This design comes from an exercise in tuning for small area on the open sky130 flow, not from production work. Function was checked by simulation only, so behaviour that the tests miss may differ from the original. Power figures rest on the tool's default switching activity, not on a simulated workload.

File: design.v
module spi_majority (
    input  wire a,
    input  wire b,
    input  wire c,
    output wire y
);
    assign y = (a & b) | (a & c) | (b & c);
endmodule
module spi_exchange_engine #(
    parameter HOLD_CYCLES = 4
) (
    input  wire        clk,
    input  wire        rst,
    input  wire        start,      
    input  wire        finish,     
    input  wire [15:0] frame,      
    output wire        done,       
    output wire [15:0] rx_word,
    output reg         sck,
    output reg         mosi,
    output reg         cs_n,
    input  wire        miso
);
    localparam [3:0] EX_IDLE      = 4'd0,
                     EX_CS_LOW    = 4'd1,
                     EX_DRIVE     = 4'd2,
                     EX_SCK_HIGH  = 4'd3,
                     EX_HOLD_HIGH = 4'd4,
                     EX_SCK_LOW   = 4'd5,
                     EX_S1        = 4'd6,
                     EX_S2        = 4'd7,
                     EX_S3        = 4'd8,
                     EX_SHIFT_IN  = 4'd9,
                     EX_HOLD_LOW  = 4'd10,
                     EX_CS_HIGH   = 4'd11,
                     EX_DONE      = 4'd12;
    reg [3:0]  phase;
    reg [15:0] tx_sr;
    reg [15:0] rx_sr;
    reg [4:0]  bit_cnt;
    reg        s1, s2, s3;
    reg [7:0]  hold_cnt;
    wire maj_bit;
    spi_majority u_maj (.a(s1), .b(s2), .c(s3), .y(maj_bit));
    assign done    = (phase == EX_DONE);
    assign rx_word = rx_sr;
    always @(posedge clk) begin
        if (rst) begin
            phase    <= EX_IDLE;
            sck      <= 1'b0;
            mosi     <= 1'b1;
            cs_n     <= 1'b1;
            bit_cnt  <= 5'd0;
            hold_cnt <= 8'd0;
        end else begin
            case (phase)
                EX_IDLE: begin
                    if (start)
                        phase <= EX_CS_LOW;
                end
                EX_CS_LOW: begin
                    cs_n    <= 1'b0;
                    tx_sr   <= frame;
                    rx_sr   <= 16'h0000;
                    bit_cnt <= 5'd0;
                    phase   <= EX_DRIVE;
                end
                EX_DRIVE: begin
                    mosi  <= tx_sr[15];
                    tx_sr <= {tx_sr[14:0], 1'b0};
                    phase <= EX_SCK_HIGH;
                end
                EX_SCK_HIGH: begin
                    sck      <= 1'b1;
                    hold_cnt <= HOLD_CYCLES - 1;
                    phase    <= EX_HOLD_HIGH;
                end
                EX_HOLD_HIGH: begin
                    if (hold_cnt == 8'd0)
                        phase <= EX_SCK_LOW;
                    else
                        hold_cnt <= hold_cnt - 8'd1;
                end
                EX_SCK_LOW: begin
                    sck   <= 1'b0;
                    phase <= EX_S1;
                end
                EX_S1: begin
                    s1    <= miso;
                    phase <= EX_S2;
                end
                EX_S2: begin
                    s2    <= miso;
                    phase <= EX_S3;
                end
                EX_S3: begin
                    s3    <= miso;
                    phase <= EX_SHIFT_IN;
                end
                EX_SHIFT_IN: begin
                    rx_sr    <= {rx_sr[14:0], maj_bit};
                    bit_cnt  <= bit_cnt + 5'd1;
                    hold_cnt <= HOLD_CYCLES - 1;
                    phase    <= EX_HOLD_LOW;
                end
                EX_HOLD_LOW: begin
                    if (hold_cnt == 8'd0) begin
                        if (bit_cnt < 5'd16)
                            phase <= EX_DRIVE;
                        else
                            phase <= EX_CS_HIGH;
                    end else begin
                        hold_cnt <= hold_cnt - 8'd1;
                    end
                end
                EX_CS_HIGH: begin
                    cs_n  <= 1'b1;
                    phase <= EX_DONE;
                end
                EX_DONE: begin
                    if (start)
                        phase <= EX_CS_LOW;
                    else if (finish)
                        phase <= EX_IDLE;
                end
                default: phase <= EX_IDLE;
            endcase
        end
    end
endmodule
module spi_client_arbiter #(
    parameter N_CLIENTS = 8,
    parameter ID_W      = 3
) (
    input  wire                    clk,
    input  wire                    rst,
    input  wire [N_CLIENTS-1:0]    cmd_valid,
    input  wire [24*N_CLIENTS-1:0] cmd_data,
    output wire [N_CLIENTS-1:0]    cmd_ready,
    output wire [N_CLIENTS-1:0]    rsp_valid,
    output wire [17*N_CLIENTS-1:0] rsp_data,
    input  wire [N_CLIENTS-1:0]    rsp_ready,
    input  wire                    grant_allowed,  
    output reg                     grant,
    output reg  [ID_W-1:0]         grant_id,
    output reg  [23:0]             grant_cmd,
    input  wire                    lock_held_by_client,
    input  wire [ID_W-1:0]         lock_owner,
    input  wire                    post,
    input  wire [ID_W-1:0]         post_id,
    input  wire [15:0]             post_rdata
);
    localparam [3:0] OP_READ  = 4'h1,
                     OP_WRITE = 4'h2;
    reg [N_CLIENTS-1:0] req_v;
    reg [23:0]          req   [0:N_CLIENTS-1];
    reg [N_CLIENTS-1:0] rsp_v;
    reg [16:0]          rsp   [0:N_CLIENTS-1];
    reg [ID_W-1:0]      rr_ptr;
    reg [N_CLIENTS-1:0] legal;
    integer k;
    always @(*) begin
        for (k = 0; k < N_CLIENTS; k = k + 1)
            legal[k] = req_v[k] && (req[k][23:20] == OP_READ || req[k][23:20] == OP_WRITE);
    end
    integer j;
    reg [ID_W-1:0] idx;
    always @(*) begin
        grant     = 1'b0;
        grant_id  = {ID_W{1'b0}};
        grant_cmd = 24'h000000;
        for (j = N_CLIENTS - 1; j >= 0; j = j - 1) begin
            idx = rr_ptr + j[ID_W-1:0];
            if (grant_allowed && legal[idx]) begin
                grant     = 1'b1;
                grant_id  = idx;
                grant_cmd = req[idx];
            end
        end
    end
    genvar g;
    generate
        for (g = 0; g < N_CLIENTS; g = g + 1) begin : g_client
            assign cmd_ready[g] = !rst && !req_v[g] && !rsp_v[g] &&
                                  !(lock_held_by_client && lock_owner == g);
            assign rsp_valid[g] = rsp_v[g];
            assign rsp_data[17*g +: 17] = rsp[g];
            wire illegal = req_v[g] && !(req[g][23:20] == OP_READ || req[g][23:20] == OP_WRITE);
            always @(posedge clk) begin
                if (rst) begin
                    req_v[g] <= 1'b0;
                    rsp_v[g] <= 1'b0;
                end else begin
                    if (cmd_valid[g] && cmd_ready[g]) begin
                        req_v[g] <= 1'b1;
                        req[g]   <= cmd_data[24*g +: 24];
                    end
                    if (grant && grant_id == g)
                        req_v[g] <= 1'b0;
                    if (illegal) begin
                        req_v[g] <= 1'b0;
                        rsp_v[g] <= 1'b1;
                        rsp[g]   <= {1'b1, 16'h0000};
                    end
                    if (rsp_v[g] && rsp_ready[g])
                        rsp_v[g] <= 1'b0;
                    if (post && post_id == g) begin
                        rsp_v[g] <= 1'b1;
                        rsp[g]   <= {1'b0, post_rdata};
                    end
                end
            end
        end
    endgenerate
    always @(posedge clk) begin
        if (rst)
            rr_ptr <= {ID_W{1'b0}};
        else if (grant)
            rr_ptr <= grant_id + 1'b1;
    end
endmodule
module drv_spi_transport (
    input  wire         clk,
    input  wire         rst,
    input  wire [7:0]   cmd_valid,
    input  wire [191:0] cmd_data,
    output wire [7:0]   cmd_ready,
    output wire [7:0]   rsp_valid,
    output wire [135:0] rsp_data,
    input  wire [7:0]   rsp_ready,
    output wire         ready,
    output wire         busy,
    output wire         sck,
    output wire         mosi,
    output wire         cs_n,
    input  wire         miso
);
    localparam N_CLIENTS     = 8;
    localparam ID_W          = 3;
    localparam HOLD_CYCLES   = 4;
    localparam SETTLE_CYCLES = 5000;
    localparam [3:0]  OP_READ  = 4'h1;
    localparam [15:0] READ_PATTERN = 16'h807F;
    localparam [3:0]  INIT_REG = 4'd5;
    localparam [15:0] INIT_VAL = 16'h04C0;
    localparam [2:0] TC_IDLE   = 3'd0,
                     TC_START  = 3'd1,
                     TC_PRIME  = 3'd2,
                     TC_RESULT = 3'd3,
                     TC_WRITE  = 3'd4;
    localparam [2:0] INIT_SETTLE  = 3'd0,
                     INIT_WRITE_1 = 3'd1,
                     INIT_WAIT_1  = 3'd2,
                     INIT_WRITE_2 = 3'd3,
                     INIT_WAIT_2  = 3'd4,
                     INIT_READY   = 3'd5;
    reg [2:0]  tc_phase;
    reg        tc_owner_init;    
    reg [ID_W-1:0] tc_owner_id;  
    reg        tc_cmd_read;      
    reg [3:0]  tc_cmd_reg;
    reg [15:0] tc_cmd_data;
    reg [15:0] tc_frame;
    reg        lock_held;
    reg [2:0]  init_phase;
    reg [12:0] settle_cnt;
    wire        ex_done;
    wire [15:0] ex_rx;
    reg         ex_start;
    reg         ex_finish;
    wire            grant;
    wire [ID_W-1:0] grant_id;
    wire [23:0]     grant_cmd;
    reg             post;
    reg  [15:0]     post_rdata;
    wire init_ready = (init_phase == INIT_READY);
    wire init_issue = (init_phase == INIT_WRITE_1 || init_phase == INIT_WRITE_2) && !lock_held;
    assign ready = init_ready;
    assign busy  = lock_held;
    spi_client_arbiter #(.N_CLIENTS(N_CLIENTS), .ID_W(ID_W)) u_arb (
        .clk                 (clk),
        .rst                 (rst),
        .cmd_valid           (cmd_valid),
        .cmd_data            (cmd_data),
        .cmd_ready           (cmd_ready),
        .rsp_valid           (rsp_valid),
        .rsp_data            (rsp_data),
        .rsp_ready           (rsp_ready),
        .grant_allowed       (!lock_held && init_ready && tc_phase == TC_IDLE),
        .grant               (grant),
        .grant_id            (grant_id),
        .grant_cmd           (grant_cmd),
        .lock_held_by_client (lock_held && !tc_owner_init),
        .lock_owner          (tc_owner_id),
        .post                (post),
        .post_id             (tc_owner_id),
        .post_rdata          (post_rdata)
    );
    spi_exchange_engine #(.HOLD_CYCLES(HOLD_CYCLES)) u_ex (
        .clk     (clk),
        .rst     (rst),
        .start   (ex_start),
        .finish  (ex_finish),
        .frame   (tc_frame),
        .done    (ex_done),
        .rx_word (ex_rx),
        .sck     (sck),
        .mosi    (mosi),
        .cs_n    (cs_n),
        .miso    (miso)
    );
    always @(*) begin
        ex_start   = 1'b0;
        ex_finish  = 1'b0;
        post       = 1'b0;
        post_rdata = 16'h0000;
        case (tc_phase)
            TC_START:  ex_start = 1'b1;
            TC_PRIME:  if (ex_done) ex_start = 1'b1;
            TC_RESULT: if (ex_done) begin
                           ex_finish  = 1'b1;
                           post       = !tc_owner_init;
                           post_rdata = ex_rx;
                       end
            TC_WRITE:  if (ex_done) begin
                           ex_finish  = 1'b1;
                           post       = !tc_owner_init;
                       end
            default: ;
        endcase
    end
    always @(posedge clk) begin
        if (rst) begin
            tc_phase  <= TC_IDLE;
            lock_held <= 1'b0;
        end else begin
            case (tc_phase)
                TC_IDLE: begin
                    if (init_issue) begin
                        lock_held     <= 1'b1;
                        tc_owner_init <= 1'b1;
                        tc_cmd_read   <= 1'b0;
                        tc_cmd_reg    <= INIT_REG;
                        tc_cmd_data   <= INIT_VAL;
                        tc_phase      <= TC_START;
                    end else if (grant) begin
                        lock_held     <= 1'b1;
                        tc_owner_init <= 1'b0;
                        tc_owner_id   <= grant_id;
                        tc_cmd_read   <= (grant_cmd[23:20] == OP_READ);
                        tc_cmd_reg    <= grant_cmd[19:16];
                        tc_cmd_data   <= grant_cmd[15:0];
                        tc_phase      <= TC_START;
                    end
                end
                TC_START: begin
                    if (tc_cmd_read) begin
                        tc_frame <= READ_PATTERN | ({12'h000, tc_cmd_reg} << 11);
                        tc_phase <= (tc_cmd_reg == 4'd0) ? TC_RESULT : TC_PRIME;
                    end else begin
                        tc_frame <= ({12'h000, tc_cmd_reg} << 11) | (tc_cmd_data & 16'h07FF);
                        tc_phase <= TC_WRITE;
                    end
                end
                TC_PRIME: begin
                    if (ex_done)
                        tc_phase <= TC_RESULT;
                end
                TC_RESULT, TC_WRITE: begin
                    if (ex_done) begin
                        tc_phase  <= TC_IDLE;
                        lock_held <= 1'b0;
                    end
                end
                default: tc_phase <= TC_IDLE;
            endcase
        end
    end
    always @(posedge clk) begin
        if (rst) begin
            init_phase <= INIT_SETTLE;
            settle_cnt <= 13'd0;
        end else begin
            case (init_phase)
                INIT_SETTLE: begin
                    if (settle_cnt == SETTLE_CYCLES - 1)
                        init_phase <= INIT_WRITE_1;
                    else
                        settle_cnt <= settle_cnt + 13'd1;
                end
                INIT_WRITE_1: if (init_issue) init_phase <= INIT_WAIT_1;
                INIT_WAIT_1:  if (tc_phase == TC_IDLE) init_phase <= INIT_WRITE_2;
                INIT_WRITE_2: if (init_issue) init_phase <= INIT_WAIT_2;
                INIT_WAIT_2:  if (tc_phase == TC_IDLE) init_phase <= INIT_READY;
                INIT_READY:   ;
                default:      init_phase <= INIT_SETTLE;
            endcase
        end
    end
endmodule
File: run.sh
#!/bin/bash
# synth_recipe.tcl (not shown) runs the flow's synth.tcl, then flattens the netlist and writes it again
# the make line also repeats each setting of config.mk as NAME=value (left out here)
make -C /OpenROAD-flow-scripts/flow DESIGN_CONFIG=/design/flow/config.mk WORK_HOME=/design/flow/orfs CLKGATE_MAP_FILE= SYNTH_SCRIPT=/design/flow/synth_recipe.tcl finish
File: config.mk
export PLATFORM = sky130hd
export DESIGN_NAME = drv_spi_transport
export DESIGN_NICKNAME = drv_spi_transport
export VERILOG_FILES = /design/flow/design.v
export SDC_FILE = /design/flow/constraint.sdc
export NUM_CORES = 4
export LEC_CHECK = 0
export CAP_MARGIN = 20
export CORE_MARGIN = 2
export CORE_UTILIZATION = 40
export SLEW_MARGIN = 20
File: constraint.sdc
create_clock -name core_clock -period 10.0 [get_ports {clk}]
set_input_delay 2.0000 -clock core_clock [delete_from_list [all_inputs] [get_ports {clk}]]
set_output_delay 2.0000 -clock core_clock [all_outputs]
set_load 0.01 [all_outputs]
==> metrics.csv <==
stage,metric,value,unit
clocking,clk_path_buf_depth,3,
routing,drt-pass1-iter-count,9,
yosys,synth_top_area_share,0.445,
yosys,synthAdderAreaFrac,0.0103,
flow_run,maxCapViolCount,0,
clocking,cts_buffers,47,
sta,slew_viol_final,0,
hold_path,worstHoldPathCells,1,
final_layout,drive_gt1_frac,0.104,
placement,gp_congestion,0.911,
routing,viasPerCell,6.58,
yosys,netlist_instances,2438,
sta,fin_tns_setup,0,ps
status,run_status,finished clean,
yosys,syn_nets,2669,
routing,drtIter0Drc,3130,
worst_setup_path,crit_chain,"buf_2, buf_4, a2111oi_0, clkdlybuf4s50_1",
clocking,hold_buffers,0,
routing,wl_per_cell,28.3,um
clocking,clockRootBuffer,clkbuf_16,
final_layout,fin_nets,2875,
floorplan,die_h,250,um
yosys,synth_top_family_by_area,compound AO/OA/AOI/OAI gates,
global_routing,grt_pass1_vias,21700,
global_routing,overflow,0,
worst_setup_path,cp.depth,4,
sta,fin_crit_sh,0.598,
global_routing,grt_pass1_wl,143000,um
hold_path,min_path_type,register to register,
clocking,htree_num_levels,2,
clocking,path_clk_slew,60,ps
final_layout,reg_top3,"u_arb.req (152), u_arb.rsp (136)",
floorplan,die-area,62500,um^2
yosys,yosysTopAreaCell,edfxtp_1,
yosys,synthMuxAreaShare,0.0818,
floorplan,initial_core_util,0.402,
sta,fmax,167,MHz
clocking,worstSkewPairLatency,620,ps
routing,wl,97900,um
sta,period_needed,5980,ps
final_layout,areaGrowthSynthToFinish,23.1,%
sta,setup_violations,0,
worst_setup_path,endpoint_kind,primary output,
yosys,synth-simple-area-share,0.148,
global_routing,antenna_found_initial,2,
floorplan,die_x,250,um
power_and_ir_drop,peakVddDrop,0.000124,V
worst_setup_path,crit_type,primary input to primary output,
yosys,synth_seq_cells,418,
worst_setup_path,rr_worst_depth,11,
final_layout,fin_util,0.495,
sta,worst_slew_pin_slew,1170,ps
sta,max_slew_margin,0.221,
yosys,yosysWarnings,5,
sta,rsz0062_at_grt,no,
yosys,syn-cell-area,24200,um^2
final_layout,largest_reg_flops,152,
global_routing,grt_usage,0.303,
placement,hpwlAfterDp,63500,um
yosys,synth_compound_area_frac,0.213,
clocking,cts.sink_count,418,
worst_setup_path,crit_required,8000,ps
worst_setup_path,path_max_fanout,76,
final_layout,layout_commonest_cell,edfxtp_1,
yosys,synth_area_leaders,"edfxtp_1 45%, nand2_1 5.5%, dfxtp_1 4.9%",
final_layout,top_register,u_arb.req,
final_layout,final_cells,3465,
worst_setup_path,cp_num_buf_inv,3,
routing,drc_errors,0,
yosys,ys_seq_area_frac,0.494,
floorplan,coreArea,60100,um^2
power_and_ir_drop,pwr_density_cell,152,nW/um^2
floorplan,io_pins,368,
routing,via_count,22800,
yosys,synth-main-ff-cell,edfxtp_1,
yosys,synth_edf_count,359,
clocking,cts_setup_buffers,0,
worst_setup_path,crit_slowest_cell,a2111oi_0,
placement,portBuffers,327,
routing,postRouteAntennaNets,0,
sta,hold_viol_final,0,
yosys,asyncSetResetFlopFracSynth,0,
worst_setup_path,cp_slowest_stage_delay,790,ps
clocking,cts_resized,0,
yosys,synth_xor_area_frac,0.0112,
global_routing,grt_max_degree,77,
worst_setup_path,critPathTopFamily,buffers and inverters,
final_layout,final_cell_mix,"359 x edfxtp_1, 356 x nand2_1, 326 x clkdlybuf4s50_1, 249 x nor2_1, 196 x a21oi_1",
yosys,synth.distinct_cells,77,
worst_setup_path,arrival,3980,ps
placement,dp_cells,3377,
floorplan,num_rows,90,
clocking,cts_tree,yes,
power_and_ir_drop,p_leak,9.93,nW
sta,fin_hold_ws,457,ps
sta,skew,41.8,ps
yosys,synth.avg_cell_area,9.93,um^2
worst_setup_path,startpoint_type,primary input,
==> layer usage <==
layer	up-vias	routed length [um]	GRT usage
met1	11200	38800	0.403
met2	1506	45100	0.476
li1	9833	-	-
met4	0	4240	0.129
met3	310	9770	0.0658
met5	-	0	0
==> final cells by class <==
type                            instances  area [um^2]
Fill cell                            5526        30300
Sequential cell                       418        12000
Multi-Input combinational cell       1763        11400
Timing Repair Buffer                  396         3790
Clock buffer                           50         1190
Tap cell                              782          978
Clock inverter                         36          414
Inverter                               18         67.6
Antenna cell                            2         5.00
==> per-stage QoR <==
stage / cell area (um^2) / power [W] / setup WS (ps)
6_report: 29800 / 0.00453 / 4020
2_1_floorplan: 24200 / 0.00248 / 5140
4_1_cts: 29800 / 0.00455 / 4030
3_3_place_gp: 28200 / 0.00274 / 4030
5_1_grt: 29800 / 0.00469 / 3950
3_5_place_dp: 28200 / 0.00276 / 4040
==> path summary, 6_finish.rpt <==
check | startpoint | endpoint | slack (ps)
min reg2reg | u_ex.tx_sr[15] | u_ex.mosi | 460
max | rst | cmd_ready[6] | 4020
min | u_ex.tx_sr[15] | u_ex.mosi | 460
max reg2reg | u_arb.rr_ptr[2] | tc_cmd_data[9] | 4350
==> worst reg2reg max path, cell delays in order (launching register included) <==
cell      delay (ps)
dfxtp_4          820
clkinv_1         610
ha_4             550
inv_1            450
nor2_1           140
o21ai_2          130
buf_4            410
nor2b_1          800
nand4_1          740
nor2_1           410
nor3_2            60
buf_4            260
==> where the power goes <==
part	switching, W	total (W)	leakage, nW	internal (W)
Clock	0.000763	0.00179	0.774	0.00103
Combinational	0.000292	0.000552	5.35	0.000260
Sequential	0.000146	0.00218	3.81	0.00204
==> logic make-up (layout without fill, tap and decap cells) <==
| family | Yosys count | after routing |
|---|---|---|
| and+or+nand+nor | 822 | 822 |
| AOI/OAI and AO/OA | 714 | 714 |
| DFF | 418 | 418 |
| buffers and inverters | 257 | 500 |
| muxes | 177 | 177 |
| xor gates and xnor gates | 30 | 30 |
| adders and majority gates | 20 | 20 |
| other | 0 | 2 |
==> cell usage after synthesis (all sizes together), types with 37 or more instances <==
cell	n
nand2	356
clkbuf	182
nand3	42
edfxtp	359
o221ai	37
mux2i	98
buf	57
a21oi	197
a222oi	105
a22oi	59
mux2	70
o21ai	80
dfxtp	59
nor2	255
a221oi	74

separate check: timing with driven ports:
Ports are ideal in the flow. The routed layout listed here was re-timed in OpenROAD.
Step 1, drivers: a clkbuf_16 drives clk and a buf_2 each remaining input, both assumed.
Step 2 moves the port delays by t, midway between the first and last clock arrival at a register: inputs arrive t later, outputs are due t later. That takes back most of the time a late clock gives input paths.
Three values: no drivers, after step 1, after step 2; two values: the first two.
shift t [ns]: 0.667
setup WS [ns]: 4.024 / 4.005 / 4.005
clock arrival spread, ns: 0.042 / 0.042
worst register clock-pin slew, ns: 0.06 / 0.06
pins driven straight from the clock port: 1
After both steps this run still meets setup and hold. The setup slack of this run moves by -0.019 ns with the drivers and by -0.019 ns with both steps.
